This design comes from an exercise in tuning for a short achievable clock period and few clock cycles per item on the open sky130 flow, not from production work.
Function was checked by simulation only, so behaviour that the tests miss may differ from the original.
Power and IR drop assume default switching activity.

the previous run:
Design hesch_cpu, start of the top module:
module hesch_cpu (
    input  wire       clk,
    input  wire       rst,
    output wire [7:0] mem_addr,
    input  wire [7:0] mem_rdata,
    output wire       mem_we,
    output wire [7:0] mem_wdata,
    output wire       out_valid,
    output wire [7:0] out_data,
    output wire       halted,
    output wire       fault
);
For scale: roughly 38 I/O pins, about 5300 µm² of cells after synthesis.
clock: 10.0 ns
lec_check: 0
cap_margin: 20
core_margin: 2
core_utilization: 40
place_density: 0.6
slew_margin: 20
run.sh (not shown) runs the stock make flow with config.mk's settings and CLKGATE_MAP_FILE= SYNTH_SCRIPT=/design/flow/synth_recipe.tcl, a recipe that flattens the netlist after the stock synthesis.
Both conditions hold for the previous run: the flow ran to the end and the final layout passed the timing, design-rule and antenna checks.
Testbench counts of the previous run, summed over its fixed seeds: cycles 14,055, instructions 9,586.
Relative to the previous run, the following input files were edited for the current run:
==> flow/flow/run.sh (new file) <==
#!/bin/bash
# The standard layout, with repair_timing asked for extra setup margin so
# that it keeps improving paths well past the 10 ns the clock needs.
set -euo pipefail
MARGIN=$(cat flow/margin.txt)
bash standard.sh finish SETUP_SLACK_MARGIN=$MARGIN > flow_make.log 2>&1
==> flow/flow/margin.txt (new file) <==
7.2
==> flow/standard.sh (new file) <==
#!/bin/bash
# synth_recipe.tcl (not shown) runs the flow's synth.tcl, then flattens the netlist and writes it again
# the make line also repeats each setting of config.mk as NAME=value (left out here)
make -C /OpenROAD-flow-scripts/flow DESIGN_CONFIG=/design/flow/config.mk WORK_HOME=/design/flow/orfs CLKGATE_MAP_FILE= SYNTH_SCRIPT=/design/flow/synth_recipe.tcl "${@:-finish}"
removed: flow/run.sh
### Flow results
NOTE: clock network fraction of total power in the current run falls short of that of the previous run. The previous run → the current run: post-CTS setup buffer count moved up; first-pass GRT wire length moved up. Between the current run and the previous run, cell area is lower for the previous run, the current run comes in above that. Total power: the current run above the previous run. Relative to the previous run, sequential share of cell area has decreased by 7.9 points in the current run. When the final numbers for the current run and the previous run were put side by side, the hold slack turned out to be greater in the current run. The current run — peak ir drop on the vdd network about 1.9% lower, the previous run as reference. The current run and the previous run ended up with nearly the same antenna violation net count after detailed routing. The current run vs. the previous run: post-place setup slack now sits higher; post-route non-filler standard cell count now sits higher.

---

Another version of the RTL of hesch_cpu (not shown whole).
Size: about 710 cells after synthesis, roughly 110 flip-flops, roughly 38 I/O pins, ~5900 um^2 of cells after synthesis.
Settings: LEC_CHECK=0, CAP_MARGIN=20, CORE_MARGIN=2, CORE_UTILIZATION=65, PLACE_DENSITY=0.75, SLEW_MARGIN=20; clock period 10.0 ns.
standard.sh (not shown) runs the stock make flow with config.mk's settings and CLKGATE_MAP_FILE= SYNTH_SCRIPT=/design/flow/synth_recipe.tcl, a recipe that flattens the netlist after the stock synthesis.
==> flow/flow/run.sh <==
#!/bin/bash
# The standard layout, with repair_timing asked for extra setup margin so
# that it keeps improving paths well past the 10 ns the clock needs.
set -euo pipefail
MARGIN=$(cat flow/margin.txt)
bash standard.sh finish SETUP_SLACK_MARGIN=$MARGIN > flow_make.log 2>&1
==> flow/flow/margin.txt <==
7.2
Testbench counts at the start, summed over its fixed seeds: cycles 14,206, instructions 9,586.
Edit:
==> flow/flow/run.sh (replaced) <==
#!/bin/bash
# The standard layout, with two changes to how it is made:
#  - repair_timing is asked for extra setup margin, so that it keeps
#    improving paths well past what the 10 ns clock needs;
#  - adders are left to abc as plain gates (no half/full-adder cells).
set -euo pipefail
MARGIN=$(cat flow/margin.txt)
bash standard.sh finish SETUP_SLACK_MARGIN=$MARGIN ADDER_MAP_FILE= > flow_make.log 2>&1
Settings changed: CORE_UTILIZATION 65 to 40, CTS_BUF_LIST set to sky130_fd_sc_hd__clkbuf_8, PLACE_DENSITY 0.75 to 0.6.
Outcome: The changed run completed with no timing, DRC or antenna violations; design area goes up by 3.5%; synthesized area goes up by 1.9%; synthesized cell count goes down by 2.0%; die area goes up by 63%; power goes down by 0.61%; wire length goes up by 5.4%; global-route usage goes down by 13 points; first-iteration DRC count goes up by 2.9%; cell count goes up by 8.5%; core utilization goes down by 29 points.
Edit:
==> flow/flow/run.sh (replaced) <==
#!/bin/bash
# The standard layout, with repair_timing asked for extra setup margin so
# that it keeps improving paths well past the 10 ns the clock needs.
set -euo pipefail
MARGIN=$(cat flow/margin.txt)
bash standard.sh finish SETUP_SLACK_MARGIN=$MARGIN > flow_make.log 2>&1
Settings changed: CTS_BUF_LIST sky130_fd_sc_hd__clkbuf_8 to unset.
Effect:
- routed wire length drops by 3.8%
- total power climbs by 7.3%
- setup slack improves by 0.059 ns
- worst hold slack degrades by 0.031 ns
- critical path depth does not change
Edit:
==> flow/flow/run.sh (replaced) <==
#!/bin/bash
# The standard layout, with two changes to how it is made:
#  - repair_timing is asked for extra setup margin, so that it keeps
#    improving paths well past what the 10 ns clock needs;
#  - adders are left to abc as plain gates (no half/full-adder cells).
set -euo pipefail
MARGIN=$(cat flow/margin.txt)
bash standard.sh finish SETUP_SLACK_MARGIN=$MARGIN ADDER_MAP_FILE= > flow_make.log 2>&1
The changed run completed without violations.
Worst setup slack got worse by 0.0081 ns.
Cell area went up by 1.7%.
Clock-buffer cell count stays the same.
Sequential share of layout area decreases by 0.64 points.
Wire length increases by 4.3%.
Area after synthesis climbs by 1.9%.
Global-route usage rises by 0.51 points.
Clock skew goes up by 0.0033 ns.

[what the ideal ports hide]
How much do the figures lean on ideal ports? The routed layouts below were timed once more, with nothing changed but the port constraints. Step 1, drivers: a clkbuf_16 drives clk and a buf_2 each remaining input, both assumed. Step 2 moves the port delays by t, midway between the first and last clock arrival at a register: inputs arrive t later, outputs are due t later. That takes back most of the time a late clock gives input paths. Three values: ideal, step 1, step 2; two values: the first two.
| run | t (ns) | slack for setup (ns) | worst hold slack (ns) | worst setup path after step 2 | latest minus earliest clock arrival (ns) |
|---|---|---|---|---|---|
| the previous run | 0.379 | 5.374 / 5.382 / 5.004 | 0.463 / 0.463 / 0.463 | input to register | 0.004 / 0.005 |
| the current run | 0.376 | 6.727 / 6.719 / 6.343 | 0.484 / 0.484 / 0.484 | input to register | 0.006 / 0.006 |
| the first run of note 2 | 0.407 | 7.127 / 7.094 / 6.866 | 0.467 / 0.467 / 0.467 | input to register | 0.018 / 0.018 |
| the second run of note 2 | 0.423 | 7.114 / 7.074 / 6.877 | 0.492 / 0.492 / 0.492 | input to register | 0.017 / 0.017 |
| the third run of note 2 | 0.393 | 7.173 / 7.133 / 6.911 | 0.462 / 0.462 / 0.462 | input to register | 0.010 / 0.010 |
| the fourth run of note 2 | 0.397 | 7.165 / 7.123 / 6.971 | 0.487 / 0.487 / 0.487 | input to register | 0.012 / 0.013 |
After both steps setup and hold are still met in every run listed. The setup slack of the current run, which loses most, moves by -0.008 ns with the drivers and by -0.384 ns with both steps.
